Context: an optimization exercise on an open-source flow, tuned for small area, a short achievable clock period and few clock cycles per item. The choices shown serve that exercise and are no tape-out recipe.
The RTL was checked by simulation tests, not by an equivalence proof against the original design.
No activity file was given, so power comes from the tool's default toggle rates.

== pepper ==
Design popcount_unit, start of the top module:
module popcount_unit (
    input  wire         clk,
    input  wire         rst,         
    input  wire         in_valid,
    input  wire [1:0]   op,          
    input  wire [127:0] operand,
    output reg          out_valid,
    output reg  [7:0]   result,
    output reg          valid,
    output reg          illegal,
    output reg  [2:0]   strategy
);
    wire fs1;
    wire fc2;
    wire fs3;
    wire fc4;
    wire fs5;
    wire fc6;
    wire fs7;
    wire fc8;
    wire fs9;
    wire fc10;
    wire fs11;
    wire fc12;
    wire fs13;
    wire fc14;
    wire fs15;
    wire fc16;
    wire fs17;
    wire fc18;
    wire fs19;
    wire fc20;
    wire fs21;
    wire fc22;
    wire fs23;
    wire fc24;
    wire fs25;
    wire fc26;
    wire fs27;
    wire fc28;
    wire fs29;
    wire fc30;
    wire fs31;
    wire fc32;
    wire fs33;
    wire fc34;
    wire fs35;
    wire fc36;
    wire fs37;
    wire fc38;
    wire fs39;
    wire fc40;
    wire fs41;
    wire fc42;
    wire fs43;
    wire fc44;
    wire fs45;
    wire fc46;
    wire fs47;
    wire fc48;
    wire fs49;
    wire fc50;
    wire fs51;
    wire fc52;
    wire fs53;
    wire fc54;
    wire fs55;
    wire fc56;
    wire fs57;
    wire fc58;
    wire fs59;
    wire fc60;
    wire fs61;
    wire fc62;
    wire fs63;
    wire fc64;
    wire fs65;
    wire fc66;
    wire fs67;
    wire fc68;
    wire fs69;
    wire fc70;
    wire fs71;
    wire fc72;
    wire fs73;
    wire fc74;
    wire fs75;
    wire fc76;
    wire fs77;
    wire fc78;
    wire fs79;
    wire fc80;
    wire fs81;
    wire fc82;
    wire fs83;
    wire fc84;
    wire fs85;
    wire fc86;
    wire fs87;
    wire fc88;
    wire fs89;
    wire fc90;
    wire fs91;
    wire fc92;
    wire fs93;
    wire fc94;
    wire fs95;
    wire fc96;
    wire fs97;
    wire fc98;
    wire fs99;
    wire fc100;
    wire fs101;
    wire fc102;
    wire fs103;
    wire fc104;
    wire fs105;
    wire fc106;
    wire fs107;
    wire fc108;
    wire fs109;
    wire fc110;
    wire fs111;
    wire fc112;
    wire fs113;
    wire fc114;
    wire fs115;
    wire fc116;
    wire fs117;
    wire fc118;
    wire fs119;
    wire fc120;
    wire fs121;
    wire fc122;
    wire fs123;
    wire fc124;
    wire fs125;
    wire fc126;
    wire fs127;
    wire fc128;
    wire fs129;
    wire fc130;
    wire fs131;
    wire fc132;
    wire fs133;
  ...
For scale: roughly 690 cells after synthesis, ~150 I/O pins, ~6900 µm² of cells after synthesis.
==> flow/config.mk <==
export PLATFORM = sky130hd
export DESIGN_NAME = popcount_unit
export DESIGN_NICKNAME = popcount_unit
export VERILOG_FILES = /design/flow/design.v
export SDC_FILE = /design/flow/constraint.sdc
export NUM_CORES = 4
export LEC_CHECK = 0
export CAP_MARGIN = 20
export CORE_MARGIN = 2
export CORE_UTILIZATION = 60
export SETUP_SLACK_MARGIN = 4.5
export SLEW_MARGIN = 20
export SYNTH_HIERARCHICAL = 1
export SYNTH_MINIMUM_KEEP_SIZE = 0
==> flow/constraint.sdc <==
create_clock -name core_clock -period 7.0 [get_ports {clk}]
set_input_delay 1.4000 -clock core_clock [delete_from_list [all_inputs] [get_ports {clk}]]
set_output_delay 1.4000 -clock core_clock [all_outputs]
set_load 0.01 [all_outputs]
run.sh (not shown) runs the stock make flow with config.mk's settings and CLKGATE_MAP_FILE= SYNTH_SCRIPT=/design/flow/synth_recipe.tcl, a recipe that flattens the netlist after the stock synthesis.
pepper was carried through to the last stage, and its layout satisfied the timing, design-rule and antenna checks.
Testbench counts of pepper, summed over its fixed seeds: cycles 4,008, items 4,000.
Changes in xenon relative to pepper:
- SETUP_SLACK_MARGIN now 3.5, was 4.5
--- outcome ---
Looking at capture point of the critical path, the strategy[0] result is from pepper; the pc0_r1_1 one comes from xenon. Summary of xenon over pepper: sum of routed wire length over all layers fell by about 33%, multi-input gate share of the layout cell area rose by 4.8 points, non-clock buffer count fell by 83. sky130_fd_sc_hd__fa_1 as the most common cell after layout, fill and taps aside was reported by xenon, and sky130_fd_sc_hd__fa_2 by pepper.
Input-level comparison between willow and xenon:
- a change of SETUP_SLACK_MARGIN from 3.5 to 4.0
==> notes.md <==
- Global placement routability congestion is lower on xenon
- ~same die boundary height in xenon and willow
- From xenon to willow the numbers moved as follows: power drawn by the clock network dropped 21%, met1 demand-to-capacity share in global routing has increased, clock tree cell share of total cell area decreased by 0.71 points relative to the old numbers, count of plain and timing-repair buffers in the layout picked up an extra about 28%, maximum frequency now larger.
- The higher cell area reported after detailed placement of xenon and willow is in willow.
- Taking xenon as the reference, in willow worst setup slack increased by 0.075 ns relative to the old numbers; sequential cell area share decreased by 1.5 points relative to the old numbers.

==> static timing again, ports no longer ideal <==
No port has a modelled driver above. Below, the same layouts with a new extraction and two added sets of constraints. Step 1: set_driving_cell puts a clkbuf_16 on clk and a buf_2 on each other input, an assumption about the parent block. Step 2, shift: input delay + t, output delay - t, t = (earliest + latest rising clock arrival at the registers) / 2. This alone moves slack from input paths to output paths. a / b / c = ideal ports / drivers / drivers and shift; a / b = the first two.
run | t, ns | setup WS [ns] | slew at the worst register clock pin (ns) | worst data-port slew with drivers (ns)
pepper | 0.326 | 3.503 / 3.469 / 3.183 | 0.07 / 0.07 | 0.14
xenon | 0.325 | 3.489 / 3.499 / 3.174 | 0.07 / 0.07 | 0.04
willow | 0.328 | 3.564 / 3.559 / 3.231 | 0.07 / 0.07 | 0.07
After both steps every run listed still meets setup and hold. The setup slack of willow, which loses most, moves by -0.005 ns with the drivers and by -0.333 ns with both steps.
